This is an optimization exercise on Yosys and OpenROAD, whose aim is small area, a short achievable clock period and few clock cycles, not a production implementation.
Function was checked by simulation only, so behaviour that the tests miss may differ from the original.
Power figures rest on the tool's default switching activity, not on a simulated workload.

==> inputs of run a <==
==> flow/design.v (excerpt) <==
module sb_core (
    input  wire         clk,
    input  wire         rst_n,
    input  wire [7:0]   dev_addr,
    input  wire [31:0]  stale_ms,
    input  wire [31:0]  turn_ms,
    input  wire         en_crc_resp,
    input  wire         en_flag_resp,
    input  wire         full_duplex,
    input  wire         flow_ctrl,
    input  wire [31:0]  now_ms,
    input  wire         poll,
    input  wire         app_start,
    input  wire [2:0]   app_op,
    input  wire [2:0]   app_handle,
    input  wire [127:0] app_wdata,
    input  wire [4:0]   app_wlen,
    output wire         ready,
    output reg          done,
    output reg          app_result,
    output wire [127:0] app_rdata,
    output wire [4:0]   app_rlen,
    output reg          on_write_valid,
    output wire [2:0]   on_write_index,
    input  wire         rx_valid,
    input  wire [7:0]   rx_data,
    output wire         rx_ready,
    output wire         tx_valid,
    output wire [7:0]   tx_data,
    input  wire         tx_ready,
    input  wire         tx_idle,
    output reg          dir
);
==> flow/config.mk <==
export PLATFORM = sky130hd
export DESIGN_NAME = sb_core
export DESIGN_NICKNAME = sb_core
export VERILOG_FILES = /design/flow/design.v
export SDC_FILE = /design/flow/constraint.sdc
export NUM_CORES = 4
export LEC_CHECK = 0
export CAP_MARGIN = 20
export CORE_MARGIN = 2
export CORE_UTILIZATION = 40
export PLACE_DENSITY = 0.6
export SLEW_MARGIN = 20
==> flow/constraint.sdc <==
create_clock -name core_clock -period 10.0 [get_ports {clk}]
set_input_delay 2.0000 -clock core_clock [delete_from_list [all_inputs] [get_ports {clk}]]
set_output_delay 2.0000 -clock core_clock [all_outputs]
set_load 0.01 [all_outputs]
run.sh (not shown) runs the stock make flow with config.mk's settings and CLKGATE_MAP_FILE= SYNTH_SCRIPT=/design/flow/synth_recipe.tcl, a recipe that flattens the netlist after the stock synthesis.
==> inputs of run b, as changes to run a <==
--- a/flow/design.v
+++ b/flow/design.v
@@ -31,13 +31,13 @@
     input  wire [127:0] app_wdata,
     input  wire [4:0]   app_wlen,
     output wire         ready,
     output reg          done,
     output reg          app_result,
     output wire [127:0] app_rdata,
-    output wire [4:0]   app_rlen,
+    output reg  [4:0]   app_rlen,
     output reg          on_write_valid,
     output wire [2:0]   on_write_index,
     input  wire         rx_valid,
     input  wire [7:0]   rx_data,
     output wire         rx_ready,
     output wire         tx_valid,
@@ -66,81 +66,101 @@
             3'd4: item_addr = 16'h0004;
             3'd5: item_addr = 16'h0100;
             3'd6: item_addr = 16'h1234;
             default: item_addr = 16'hFFFF;
         endcase
     endfunction
+    function [4:0] push_last;
+        input [2:0] i;
+        input [4:0] alen;
+        case (i)
+            3'd0:    push_last = 5'd5;
+            3'd1:    push_last = 5'd6;
+            3'd4:    push_last = 5'd6 + alen;
+            default: push_last = 5'd8;
+        endcase
+    endfunction
     reg [7:0]   it0;
     reg [15:0]  it1;
     reg [31:0]  it2, it3, it5, it6, it7;
     reg [127:0] it4;
+    reg [7:0]   iv;
     reg [4:0]   arr_len;
     reg [7:0]   dirty;
     reg [2:0]   cursor;
     reg         in_sweep;
     reg [2:0]   sw_start;
     reg         busy;
     reg         rx_act;      
     reg         got;         
     reg         disc;        
-    reg [31:0]  now_q;
+    reg         chk;         
+    reg         stale_r;
+    reg [31:0]  now_q;       
     reg [31:0]  last_rx;
     reg [6:0]   cnt;         
     reg         la;          
     reg         cand;        
     reg [6:0]   k;           
     reg [6:0]   rem;         
     reg         nl;          
+    reg         dreg;        
     reg [7:0]   crc;         
     reg         c_poll, c_read, c_da, c_db, c_d4, c_de;
     reg         f0, f1;      
     reg [7:0]   hb;          
     reg         hit;
     reg [2:0]   hidx;
     reg         n_ok;        
     reg [4:0]   nlen;
-    reg [3:0]   di;          
+    reg [4:0]   di;          
     reg [127:0] stg;         
     reg         ap;          
     reg         crc_ok_r;
+    reg         badcrc;      
+    reg         sc_found;
+    reg [2:0]   sc_j;
     reg [2:0]   sel;         
     reg         sic;         
     reg         wr_app;      
+    reg [31:0]  rd_lo;       
     localparam [2:0] T_IDLE = 3'd0, T_TURN0 = 3'd1, T_TURN = 3'd2,
                      T_SEND = 3'd3, T_FLUSH = 3'd4;
     reg [2:0]   tx_st;
     reg         tx_v;
     reg [7:0]   tx_d;
     reg [4:0]   tk;
     reg [4:0]   tlast;
     reg [7:0]   tx_crc;
     reg         fr_push;
     reg [7:0]   fr_c;
-    reg [7:0]   fr_d;
     reg         pa;
-    reg [31:0]  t_lo;
     reg         t_wrap;
-    reg [127:0] ival;
+    wire [2:0] rsel = busy ? sel : app_handle;
+    reg  [31:0] lo_raw;
     always @* begin
-        case (sel)
-            3'd0: ival = {120'd0, it0};
-            3'd1: ival = {112'd0, it1};
-            3'd2: ival = {96'd0, it2};
-            3'd3: ival = {96'd0, it3};
-            3'd4: ival = it4;
-            3'd5: ival = {96'd0, it5};
-            3'd6: ival = {96'd0, it6};
-            default: ival = {96'd0, it7};
+        case (rsel)
+            3'd0: lo_raw = {24'd0, it0};
+            3'd1: lo_raw = {16'd0, it1};
+            3'd2: lo_raw = it2;
+            3'd3: lo_raw = it3;
+            3'd4: lo_raw = it4[31:0];
+            3'd5: lo_raw = it5;
+            3'd6: lo_raw = it6;
+            default: lo_raw = it7;
         endcase
     end
+    wire [31:0]  lo_val = iv[rsel] ? lo_raw : 32'd0;
+    wire [127:0] ival   = {it4[127:32], lo_val};
     wire [4:0] sel_klen = (sel == 3'd0) ? 5'd1 : (sel == 3'd1) ? 5'd2 :
                           (sel == 3'd4) ? 5'd16 : 5'd4;
     wire [4:0] sel_len  = (sel == 3'd4) ? arr_len : sel_klen;
+    wire [4:0] h_len    = (app_handle == 3'd0) ? 5'd1 : (app_handle == 3'd1) ? 5'd2 :
+                          (app_handle == 3'd4) ? arr_len : 5'd4;
     assign ready          = ~busy;
-    assign app_rdata      = ival;
-    assign app_rlen       = sel_len;
+    assign app_rdata      = {it4[127:32], rd_lo};
     assign on_write_index = sel;
     wire wlen_ok_sel = (sel == 3'd4) ? (app_wlen <= 5'd16) : (app_wlen == sel_klen);
     wire wlen_ok_in  = (app_handle == 3'd4) ? (app_wlen <= 5'd16) :
                        (app_handle == 3'd0) ? (app_wlen == 5'd1) :
                        (app_handle == 3'd1) ? (app_wlen == 5'd2) : (app_wlen == 5'd4);
     reg [127:0] wmask;
@@ -157,17 +177,14 @@
     wire full      = cnt[6];
     assign rx_ready = rx_act & ~full;
     wire acc       = rx_act & rx_valid & ~full;
     wire drain_end = rx_act & ~(rx_valid & ~full);
     wire cmd_ok_x  = (rx_data == 8'hD0) || (rx_data == 8'hD1) ||
                      (rx_data >= 8'hDA && rx_data <= 8'hDE);
-    wire detect    = acc & ~disc & ~cand & la & cmd_ok_x;
     wire in_frame  = acc & ~disc & cand;
-    wire last_b    = in_frame & nl;
     wire crc_ok    = (rx_data == crc);
-    wire stale     = (now_q - last_rx) > stale_ms;
     reg       x_hit;
     reg [2:0] x_idx;
     always @* begin
         x_hit = 1'b1;
         case ({rx_data, hb})
             16'h0000: x_idx = 3'd0;
@@ -178,66 +195,56 @@
             16'h0100: x_idx = 3'd5;
             16'h1234: x_idx = 3'd6;
             16'hFFFF: x_idx = 3'd7;
             default: begin x_hit = 1'b0; x_idx = 3'd0; end
         endcase
     end
-    wire [7:0] sdirty = f1 ? 8'hFF : dirty;
     wire [2:0] s_st   = in_sweep ? sw_start : cursor;
     wire [2:0] s_wl   = sw_start - cursor;           
     reg        s_found;
     reg  [2:0] s_i;
     integer    si;
     always @* begin
         s_found = 1'b0;
         s_i = 3'd0;
         for (si = 7; si >= 0; si = si - 1)
-            if (sdirty[(cursor + si) & 7] && (!in_sweep || si < s_wl)) begin
+            if (dirty[(cursor + si) & 7] && (!in_sweep || si < s_wl)) begin
                 s_found = 1'b1;
                 s_i = si;
             end
     end
-    wire [2:0] s_j    = cursor + s_i;
-    wire       s_last = (s_j + 3'd1) == s_st;
+    wire       p_found = f1 | sc_found;
+    wire [2:0] p_j     = f1 ? cursor : sc_j;
+    wire       p_last  = (p_j + 3'd1) == s_st;
     wire       w_cmd  = c_da | c_db | c_d4 | c_de;
     wire       suits  = c_da ? (hidx == 3'd0) :
                         c_db ? (hidx == 3'd1) :
                         c_de ? (hidx == 3'd4 && n_ok) :
                                (hidx != 3'd0 && hidx != 3'd1 && hidx != 3'd4);
     wire       wr_ok  = w_cmd & hit & suits;
     wire       pf     = f0 | f1;
-    wire       push_ok = c_poll ? (pf & s_found) : (c_read & hit);
-    wire [2:0] item_ok = c_poll ? s_j : hidx;
+    wire       push_ok = c_poll ? (pf & p_found) : (c_read & hit);
+    wire [2:0] item_ok = c_poll ? p_j : hidx;
     wire       resp_ok = c_poll ? (pf | en_flag_resp) : 1'b1;
     wire [7:0] cmd_ok  = push_ok ? push_cmd(item_ok) :
                          c_poll  ? (pf ? 8'hE2 : 8'hE3) :
                          !hit    ? 8'hE4 :
                          c_read  ? 8'hE4 :
                          !suits  ? 8'hE5 : 8'hE0;
-    function [4:0] push_last;
-        input [2:0] i;
-        input [4:0] alen;
-        case (i)
-            3'd0:    push_last = 5'd5;
-            3'd1:    push_last = 5'd6;
-            3'd4:    push_last = 5'd6 + alen;
-            default: push_last = 5'd8;
-        endcase
-    endfunction
     wire [4:0]  tk1   = tk + 5'd1;
     wire [15:0] fr_ad = item_addr(sel);
     wire [3:0]  doff  = (sel == 3'd4) ? tk1[3:0] - 4'd6 : tk1[3:0] - 4'd4;
     wire [7:0]  dbyte = ival[8*doff +: 8];
     reg  [7:0]  nbyte;
     always @* begin
         if (tk1 == tlast)
             nbyte = tx_crc_n;
         else if (tk1 == 5'd1)
             nbyte = fr_c;
         else if (!fr_push)
-            nbyte = fr_d;
+            nbyte = badcrc ? crc : 8'h00;
         else if (tk1 == 5'd2)
             nbyte = fr_ad[7:0];
         else if (tk1 == 5'd3)
             nbyte = fr_ad[15:8];
         else if (sel == 3'd4 && tk1 == 5'd4)
             nbyte = {3'b000, arr_len};
@@ -246,16 +253,15 @@
         else
             nbyte = dbyte;
     end
     assign tx_valid = tx_v;
     assign tx_data  = tx_d;
     wire turn_zero = (turn_ms == 32'd0);
-    wire turn_in   = t_wrap ? (now_ms >= last_rx || now_ms < t_lo)
-                            : (now_ms >= last_rx && now_ms < t_lo);
+    wire turn_in   = t_wrap ? (now_ms >= last_rx || now_ms < now_q)
+                            : (now_ms >= last_rx && now_ms < now_q);
     wire hs        = tx_v & tx_ready;
-    wire fr_end    = hs & (tk == tlast);
     reg [2:0] pd_i;
     integer pi;
     always @* begin
         pd_i = 3'd0;
         for (pi = 7; pi >= 0; pi = pi - 1)
             if (dirty[pi]) pd_i = pi;
@@ -263,17 +269,28 @@
     reg       go;        
     reg       rx_n;      
     reg [2:0] tx_n;      
     reg       app_n;     
     integer   bi;
     always @(posedge clk) begin
+        for (bi = 0; bi < 16; bi = bi + 1)
+            if (di == bi)
+                stg[8*bi +: 8] <= rx_data;    
+        stale_r <= (now_q - last_rx) > stale_ms;
+        sc_found <= s_found;
+        rd_lo    <= lo_val;      
+        app_rlen <= h_len;       
+        sc_j     <= cursor + s_i;
+    end
+    always @(posedge clk) begin
         on_write_valid <= 1'b0;
         ap             <= 1'b0;
         wr_app         <= 1'b0;
         sic            <= 1'b0;
         done           <= 1'b0;
+        chk            <= 1'b0;
         go    = 1'b0;
         rx_n  = rx_act;
         tx_n  = tx_st;
         app_n = 1'b0;
         if (!rst_n) begin
             busy     <= 1'b0;
@@ -288,24 +305,23 @@
             last_rx  <= 32'd0;
             dirty    <= 8'd0;
             cursor   <= 3'd0;
             in_sweep <= 1'b0;
             sw_start <= 3'd0;
             arr_len  <= 5'd0;
-            it0 <= 8'd0;  it1 <= 16'd0; it2 <= 32'd0; it3 <= 32'd0;
-            it4 <= 128'd0; it5 <= 32'd0; it6 <= 32'd0; it7 <= 32'd0;
+            iv       <= 8'd0;
             app_result <= 1'b0;
             sel      <= 3'd0;
         end else begin
             if (!busy && poll) begin
                 now_q <= now_ms;
                 got   <= 1'b0;
                 disc  <= 1'b0;
                 rx_n  = 1'b1;
             end else if (!busy && app_start) begin
-                sel <= app_handle;
+                sel   <= app_handle;
                 case (app_op)
                 3'd0: begin
                     app_result     <= wlen_ok_in;
                     on_write_valid <= wlen_ok_in;
                     wr_app         <= wlen_ok_in;
                 end
@@ -313,15 +329,15 @@
                     sic   <= 1'b1;
                     app_n = 1'b1;
                 end
                 3'd2: app_result <= 1'b1;
                 3'd3, 3'd4: begin
                     app_result <= full_duplex;
+                    badcrc     <= 1'b0;
                     if (full_duplex) begin
                         go = 1'b1;
-                        fr_d <= 8'h00;
                         if (app_op == 3'd4) begin
                             fr_push <= 1'b0;
                             fr_c    <= 8'hE6;
                             tlast   <= 5'd3;
                             pa      <= 1'b0;
                         end else if (dirty == 8'd0) begin
@@ -358,34 +374,36 @@
                     arr_len <= wr_app ? app_wlen  : nlen;
                 end
                 3'd5: it5 <= wr_app ? app_wdata[31:0] : stg[31:0];
                 3'd6: it6 <= wr_app ? app_wdata[31:0] : stg[31:0];
                 default: it7 <= wr_app ? app_wdata[31:0] : stg[31:0];
                 endcase
+                iv[sel] <= 1'b1;
                 if (wr_app)
                     dirty[sel] <= 1'b1;
             end
             if (ap && crc_ok_r) begin
                 if (c_poll && pf) begin
-                    if (s_found) begin
-                        dirty         <= sdirty & ~(8'd1 << s_j);
-                        cursor        <= s_last ? s_st + 3'd1 : s_j + 3'd1;
-                        in_sweep      <= ~s_last;
+                    if (p_found) begin
+                        dirty    <= (f1 ? 8'hFF : dirty) & ~(8'd1 << p_j);
+                        cursor   <= p_last ? s_st + 3'd1 : p_j + 3'd1;
+                        in_sweep <= ~p_last;
                     end else begin
-                        cursor        <= s_st + 3'd1;
-                        in_sweep      <= 1'b0;
+                        cursor   <= s_st + 3'd1;
+                        in_sweep <= 1'b0;
                     end
                     sw_start <= s_st;
                 end else if (c_read && hit) begin
                     dirty[hidx] <= 1'b0;
                 end
             end
             if (acc) begin
-                cnt     <= cnt + 7'd1;
-                got     <= 1'b1;
-                last_rx <= now_q;
+                cnt <= cnt + 7'd1;
+                got <= 1'b1;
+                if (!got)
+                    last_rx <= now_q;
                 if (!disc && !cand) begin
                     la <= (rx_data == dev_addr);
                     if (la && cmd_ok_x) begin
                         cand   <= 1'b1;
                         k      <= 7'd2;
                         crc    <= rx_crc_n;
@@ -398,26 +416,27 @@
                         rem    <= (rx_data == 8'hD0) ? 7'd2 :
                                   (rx_data == 8'hD1) ? 7'd3 :
                                   (rx_data == 8'hDA) ? 7'd4 :
                                   (rx_data == 8'hDB) ? 7'd5 :
                                   (rx_data == 8'hDE) ? 7'd127 : 7'd7;
                         nl     <= 1'b0;
-                        di     <= 4'd0;
+                        dreg   <= 1'b0;
+                        di     <= 5'd0;
                     end
                 end
                 if (in_frame) begin
                     if (nl) begin
                         disc     <= 1'b1;
                         cand     <= 1'b0;
                         ap       <= 1'b1;
                         crc_ok_r <= crc_ok;
                         on_write_valid <= crc_ok & wr_ok;
                         sel      <= item_ok;
                         fr_push  <= crc_ok & push_ok;
                         fr_c     <= crc_ok ? cmd_ok : 8'hE1;
-                        fr_d     <= crc_ok ? 8'h00 : crc;
+                        badcrc   <= ~crc_ok;
                         tlast    <= (crc_ok & push_ok) ? push_last(item_ok, arr_len) : 5'd3;
                         pa       <= 1'b0;
                         go = crc_ok ? resp_ok : en_crc_resp;
                     end else begin
                         k   <= k + 7'd1;
                         crc <= rx_crc_n;
@@ -428,55 +447,56 @@
                             f0 <= (rx_data == 8'h00);
                             f1 <= (rx_data == 8'h01);
                         end
                         if (k == 7'd3) begin
                             hit  <= x_hit;
                             hidx <= x_idx;
+                            dreg <= ~c_de;
                         end
                         if (k == 7'd4)
                             hb <= rx_data;
                         if (k == 7'd5 && c_de) begin
                             n_ok <= (rx_data == 8'h00) && (hb <= 8'd16);
                             nlen <= hb[4:0];
                             rem  <= (rx_data == 8'h00 && hb < 8'd64) ? hb[6:0] + 7'd1 : 7'd127;
                             nl   <= (rx_data == 8'h00 && hb == 8'h00);
+                            dreg <= 1'b1;
                         end
-                        if (c_de ? (k >= 7'd6) : (k >= 7'd4)) begin
-                            for (bi = 0; bi < 16; bi = bi + 1)
-                                if (di == bi)
-                                    stg[8*bi +: 8] <= rx_data;
-                            di <= di + 4'd1;
-                        end
+                        if (dreg && !di[4])
+                            di <= di + 5'd1;
                     end
                 end
             end
             if (drain_end) begin
                 rx_n = 1'b0;
-                if (disc || (!got && cnt != 7'd0 && stale)) begin
+                chk  <= ~got & (cnt != 7'd0);
+                if (disc) begin
                     cnt  <= 7'd0;
                     la   <= 1'b0;
                     cand <= 1'b0;
                 end else if (cand && k >= 7'd4) begin
                     cnt <= k;
                 end else if (cnt > 7'd3) begin
                     cnt <= 7'd3;
                 end
             end
+            if (chk && stale_r) begin
+                cnt  <= 7'd0;
+                la   <= 1'b0;
+                cand <= 1'b0;
+            end
             case (tx_st)
             T_TURN0: begin
-                {t_wrap, t_lo} <= {1'b0, last_rx} + {1'b0, turn_ms};
+                {t_wrap, now_q} <= {1'b0, last_rx} + {1'b0, turn_ms};
                 tx_n = T_TURN;
             end
             T_TURN: begin
                 if (!turn_in) begin
                     tx_n = T_SEND;
-                    tx_v   <= 1'b1;
-                    tx_d   <= dev_addr;
-                    tk     <= 5'd0;
-                    tx_crc <= 8'd0;
-                    dir    <= flow_ctrl;
+                    tx_v <= 1'b1;
+                    dir  <= flow_ctrl;
                 end
             end
             T_SEND: begin
                 if (hs) begin
                     tx_crc <= tx_crc_n;
                     tk     <= tk1;
@@ -498,30 +518,30 @@
                 end
             end
             default: ;
             endcase
             if (pa && tx_st != T_IDLE && tx_n == T_IDLE) begin
                 if (dirty != 8'd0) begin
-                    tx_n = T_TURN0;
+                    go = 1'b1;
                     fr_push <= 1'b1;
                     sel     <= pd_i;
                     fr_c    <= push_cmd(pd_i);
                     tlast   <= push_last(pd_i, arr_len);
                     dirty[pd_i] <= 1'b0;
                 end else begin
                     pa <= 1'b0;
                 end
             end
             if (go) begin
-                if (turn_zero) begin
+                tx_d   <= dev_addr;
+                tk     <= 5'd0;
+                tx_crc <= 8'd0;
+                if (turn_zero && !pa) begin
                     tx_n = T_SEND;
-                    tx_v   <= 1'b1;
-                    tx_d   <= dev_addr;
-                    tk     <= 5'd0;
-                    tx_crc <= 8'd0;
-                    dir    <= flow_ctrl;
+                    tx_v <= 1'b1;
+                    dir  <= flow_ctrl;
                 end else begin
                     tx_n = T_TURN0;
                 end
             end
             rx_act <= rx_n;
             tx_st  <= tx_n;
--- a/flow/config.mk
+++ b/flow/config.mk
@@ -6,7 +6,8 @@
 export NUM_CORES = 4
 export LEC_CHECK = 0
 export CAP_MARGIN = 20
 export CORE_MARGIN = 2
 export CORE_UTILIZATION = 40
 export PLACE_DENSITY = 0.6
+export SETUP_SLACK_MARGIN = 5
 export SLEW_MARGIN = 20
==> run notes <==
outcome=timing/DRC/antenna clean; Flop+latch power=0.00320 W; post-placement cell area=45400 um2; Comb power frac=14.9%; synthesized instance count=3795; wire per inst=26.3 um; Top Consumer=registers; syn nets=4275; Layout clock buffers=99; Peak supply drop=149 uV; Layout fillers=9160; Worst path max stage delay=540 ps; flop-to-flop setup slack=5270 ps; Fin Clk Skew=29.6 ps; Finished Cell Area=48800 um2
# the run above: run b

==> run notes <==
Top Consumer=the clock network; Finished Cell Area=49500 um2; Layout clock buffers=117; Fin Clk Skew=34.1 ps; Layout fillers=9848; flop-to-flop setup slack=4000 ps; Worst path max stage delay=860 ps; outcome=timing/DRC/antenna clean
# the run above: run a

Testbench counts of run a, summed over its fixed seeds: cycles 31,173.
Testbench counts of run b, summed over its fixed seeds: cycles 31,173.

static timing again, ports no longer ideal:
The results above use ideal ports. As a check the final layouts listed here were re-extracted and re-timed, cells and wires unchanged.
Step 1 sets driving cells, clkbuf_16 on the clock port and buf_2 on the other inputs (assumed; they add their load-dependent delay and slew).
Step 2 times the ports against the registers' clock, not the clock port: input delays grow and output delays shrink by t, the midpoint of the rising clock arrivals with the driver on.
Slacks: no drivers / after step 1 / after step 2; pairs: no drivers / after step 1.
| run | t, ns | setup slack, ns | latest minus earliest clock arrival (ns) | worst data-port slew with drivers (ns) |
|---|---|---|---|---|
| run a | 0.726 | 3.235 / 3.163 / 3.758 | 0.037 / 0.037 | 0.16 |
| run b | 0.710 | 4.955 / 4.854 / 4.144 | 0.031 / 0.031 | 0.18 |
After both steps every run listed still meets setup and hold. For run b, which loses most, drivers alone change the setup slack by -0.101 ns; drivers and shift together by -0.811 ns.
